From an optimization exercise on the open Yosys and OpenROAD flow, aimed at small area, a short achievable clock period and few clock cycles per item; shortcuts taken in it are not production practice.
Where RTL was checked, it was by simulation tests only, not by an equivalence proof against the original.
No activity file was given, so power comes from the tool's default toggle rates.

Setup of the previous run:
Design dtl_hdr_codec, start of the top module:
module dtl_hdr_codec (
    input  wire         clk,
    input  wire         rst,
    input  wire         cmd_valid,
    output wire         cmd_ready,
    input  wire         cmd_op,        
    input  wire         cmd_scr_en,    
    input  wire [11:0]  b_plen,
    input  wire [11:0]  b_seq,
    input  wire [3:0]   b_mod,
    input  wire [3:0]   b_fec,
    input  wire [7:0]   b_flen,
    input  wire [7:0]   b_cwid,
    input  wire [13:0]  b_off,
    input  wire [13:0]  b_short,
    input  wire [3:0]   b_emod,
    input  wire [3:0]   b_efec,
    input  wire [767:0] hdr_in,
    output wire         res_valid,
    output wire [95:0]  hdr_out,       
    output wire         res_ok,        
    output wire [11:0]  r_plen,
    output wire [11:0]  r_seq,
    output wire [3:0]   r_mod,
    output wire [3:0]   r_fec,
    output wire [7:0]   r_flen,
    output wire [7:0]   r_cwid,
    output wire [13:0]  r_off,
    output wire [13:0]  r_short,
    output wire [3:0]   r_emod,
    output wire [3:0]   r_efec
);
    localparam HB = 96;
    localparam [95:0] SCR_SEQ = 96'h542de72b306d746440934f70;
    localparam [7:0]  SCR_CRC = 8'h85;
    reg [HB-1:0] body_bits;    
    reg [HB-1:0] sign_bits;    
    integer k;
    always @* begin
        body_bits = {HB{1'b0}};
        for (k = 0; k < 12; k = k + 1) body_bits[ 0 + k] = b_plen [11 - k];
        for (k = 0; k < 12; k = k + 1) body_bits[12 + k] = b_seq  [11 - k];
        for (k = 0; k < 4;  k = k + 1) body_bits[24 + k] = b_mod  [3 - k];
        for (k = 0; k < 4;  k = k + 1) body_bits[28 + k] = b_fec  [3 - k];
        for (k = 0; k < 8;  k = k + 1) body_bits[32 + k] = b_flen [7 - k];
  ...
clock: 5.0 ns
lec_check: 0
cap_margin: 20
core_area: 10 10 290 290
die_area: 0 0 300 300
setup_slack_margin: 2.9
slew_margin: 20
synth_hierarchical: 1
synth_minimum_keep_size: 0
tns_end_percent: 30
standard.sh (not shown) runs the stock make flow with config.mk's settings and CLKGATE_MAP_FILE= SYNTH_SCRIPT=/design/flow/synth_recipe.tcl, a recipe that flattens the netlist after the stock synthesis.
==> flow/flow/run.sh <==
#!/bin/bash
# The standard layout, with two changes to how the cells are sized:
#  - the port buffers are made from the smallest buffer cell (buf_1);
#  - the pins of each header bit sit side by side (flow/io.tcl);
#  - clock tree synthesis adds no dummy loads;
#  - after floorplan, every combinational cell is set to the smallest drive
#    strength of its footprint, so that the later timing repair sizes up
#    only what the timing needs.
# Each tool's output goes to a log of its own in the work folder.
set -euo pipefail
cd "$(dirname "$0")/.."
W=$PWD
R=$W/orfs/results/${FLOW_PLATFORM:-sky130hd}/dtl_hdr_codec/base
PB="BUFFER_PORTS_ARGS=-buffer_cell sky130_fd_sc_hd__buf_1"
IO="PRE_IO_PLACEMENT_TCL=$W/flow/io.tcl"
CTS="CTS_ARGS=-sink_clustering_enable -repair_clock_nets -dont_use_dummy_load"
bash standard.sh "$PB" "$IO" floorplan > flow_make_floorplan.log 2>&1
RESULTS=$R openroad -no_init -exit flow/downsize.tcl > flow_downsize.log 2>&1
bash standard.sh "$PB" "$IO" "$CTS" finish > flow_make_finish.log 2>&1
Other scripts of this flow, unchanged in this note and not shown: flow/flow/downsize.tcl, flow/flow/io.tcl
### the previous run -> the current run
--- a/flow/design.v
+++ b/flow/design.v
@@ -49,29 +49,28 @@
         for (k = 0; k < 4;  k = k + 1) body_bits[76 + k] = b_emod [3 - k];
         for (k = 0; k < 4;  k = k + 1) body_bits[80 + k] = b_efec [3 - k];
     end
     always @* begin
         for (k = 0; k < HB; k = k + 1) sign_bits[k] = hdr_in[8*k + 7];
     end
     assign cmd_ready = 1'b1;
     reg          a_v;
     reg [HB-1:0] a_y;
-    wire        op_n = ~cmd_op;
     wire [83:0] a_m;
     wire [HB-1:0] a_d;
     genvar gi;
     generate
         for (gi = 0; gi < 84; gi = gi + 1) begin : g_sel
-            dtl_aoi22 u_m (.a1(cmd_op), .a2(sign_bits[gi]), .b1(op_n), .b2(body_bits[gi]), .y(a_m[gi]));
+            dtl_mux2 u_m (.s(cmd_op), .a(body_bits[gi]), .b(sign_bits[gi]), .y(a_m[gi]));
             if (SCR_SEQ[gi]) begin : g_scr
-                dtl_xnor2 u_s (.a(a_m[gi]), .b(cmd_scr_en), .y(a_d[gi]));
+                dtl_xor2 u_s (.a(a_m[gi]), .b(cmd_scr_en), .y(a_d[gi]));
             end else begin : g_pass
-                assign a_d[gi] = a_m[gi];    
+                assign a_d[gi] = a_m[gi];
             end
         end
     endgenerate
     assign a_d[95:84] = (cmd_op ? sign_bits[95:84] : 12'h000) ^ (cmd_scr_en ? SCR_SEQ[95:84] : 12'h000);
     reg          a_bc;          
     always @(posedge clk) begin
         if (rst) a_v <= 1'b0;
         else     a_v <= cmd_valid;
         a_y  <= a_d;
@@ -502,31 +501,31 @@
     wire n211;
     dtl_xor2 u_n211 (.a(n195), .b(n197), .y(n211));
     wire n212;
     dtl_xor2 u_n212 (.a(n200), .b(n198), .y(n212));
     wire n213;
     dtl_xor2 u_n213 (.a(n202), .b(n201), .y(n213));
     wire n214;
     dtl_xor2 u_n214 (.a(n204), .b(n206), .y(n214));
     wire n215;
-    dtl_xnor2 u_n215 (.a(n207), .b(n185), .y(n215));
+    dtl_xor2 u_n215 (.a(n207), .b(n185), .y(n215));
     wire n216;
     dtl_xor2 u_n216 (.a(n186), .b(n208), .y(n216));
     wire n217;
     dtl_xor2 u_n217 (.a(n209), .b(n190), .y(n217));
     wire n218;
     dtl_xor2 u_n218 (.a(n210), .b(n194), .y(n218));
     wire n219;
     dtl_xor2 u_n219 (.a(n211), .b(n196), .y(n219));
     wire n220;
     dtl_xor2 u_n220 (.a(n212), .b(n199), .y(n220));
     wire n221;
-    dtl_xnor2 u_n221 (.a(n203), .b(n213), .y(n221));
+    dtl_xor2 u_n221 (.a(n203), .b(n213), .y(n221));
     wire n222;
     dtl_xor2 u_n222 (.a(n205), .b(n214), .y(n222));
     wire [7:0] t = {n222, n221, n220, n219, n218, n217, n216, n215};
     wire [3:0] ok_a;
     wire [1:0] ok_b;
     wire       ok;
     dtl_nor2  u_ok_a0 (.a(t[0]), .b(t[1]), .y(ok_a[0]));
     dtl_nor2  u_ok_a1 (.a(t[2]), .b(t[3]), .y(ok_a[1]));
     dtl_nor2  u_ok_a2 (.a(t[4]), .b(t[5]), .y(ok_a[2]));
@@ -536,19 +535,19 @@
     dtl_nor2  u_ok_c  (.a(ok_b[0]), .b(ok_b[1]), .y(ok));
     reg          b_v;
     reg [83:0]   b_y;
     reg          b_r85;         
     reg [7:0]    b_t;
     reg          b_ok;
     always @(posedge clk) begin
         if (rst) b_v <= 1'b0;
         else     b_v <= a_v;
-        b_y   <= a_y[83:0] ^ 84'h218d4cf928b9bbf6cb08f;   
+        b_y   <= a_y[83:0];
         b_r85 <= a_y[85];
         b_t   <= t;
         b_ok  <= ok;
     end
     assign res_valid = b_v;
     assign hdr_out   = {b_t, 2'b00, b_r85, 1'b0, b_y};
     assign res_ok    = b_ok;
     genvar g;
     generate
@@ -566,23 +565,20 @@
             assign r_flen[7 - g] = b_y[32 + g];
             assign r_cwid[7 - g] = b_y[40 + g];
         end
         for (g = 0; g < 14; g = g + 1) begin : g_wide
             assign r_off  [13 - g] = b_y[48 + g];
             assign r_short[13 - g] = b_y[62 + g];
         end
     endgenerate
 endmodule
-module dtl_aoi22 (input wire a1, input wire a2, input wire b1, input wire b2, output wire y);
-    assign y = ~((a1 & a2) | (b1 & b2));
-endmodule
-module dtl_xnor2 (input wire a, input wire b, output wire y);
-    assign y = ~(a ^ b);
+module dtl_mux2 (input wire s, input wire a, input wire b, output wire y);
+    assign y = s ? b : a;
 endmodule
 module dtl_nor2 (input wire a, input wire b, output wire y);
     assign y = ~(a | b);
 endmodule
 module dtl_nand2 (input wire a, input wire b, output wire y);
     assign y = ~(a & b);
 endmodule
 module dtl_xor2 (input wire a, input wire b, output wire y);
     assign y = a ^ b;
Notes after the runs:
[the current run] area after synthesis rose 56 um^2 relative to the previous run. Placed cell area was higher in the run labelled the current run. The current run — first-iteration DRC count 63 lower, the previous run as reference. Total design power (the current run vs. the previous run) increases slightly. The final reports for the current run and the previous run show switching power total lower in the former. Per the comparison of the current run with the previous run, length of routed wiring on met1 went down 3.8%; wire length went down; worst hold margin went up; cell count lower; total via count in the routed design went down by about 6%. In the flow results for the previous run and the current run, the global-route usage over all layers is larger on the previous run. Core utilization in the current run is 0.19 points above the previous run. Synthesized-area fraction occupied by ao, oa, aoi and oai cells, the previous run and the current run, higher one = the previous run. NOTE: non-clock buffer area fraction after layout in the current run falls short of that of the previous run.
Testbench counts of the current run, summed over its fixed seeds: cycles 976, items 960.
Only the layout flow was run in the previous run; the RTL was not checked for function there.

[static timing again, ports no longer ideal]
Ports are ideal in the flow. The routed layouts listed here were re-timed in OpenROAD. Step 1 assumes that a clkbuf_16 drives the clock port and a buf_2 every other input. Step 2 adds t to the input delays and takes it off the output delays; t is the mean of the earliest and latest rising clock arrival at the registers after step 1. Input paths then give back, and output paths get back, about the clock's delay inside the block. a / b / c = ideal / step 1 / step 2; a / b = the first two.
run	t, ns	slack for setup (ns)	worst setup path at the end	worst data-port slew with drivers (ns)
the previous run	0.509	2.828 / 2.802 / 2.472	input to register	0.11
the current run	0.522	2.828 / 2.774 / 2.466	input to register	0.15
After both steps setup and hold are still met in every run listed. The setup slack of the current run, which loses most, moves by -0.054 ns with the drivers and by -0.362 ns with both steps.
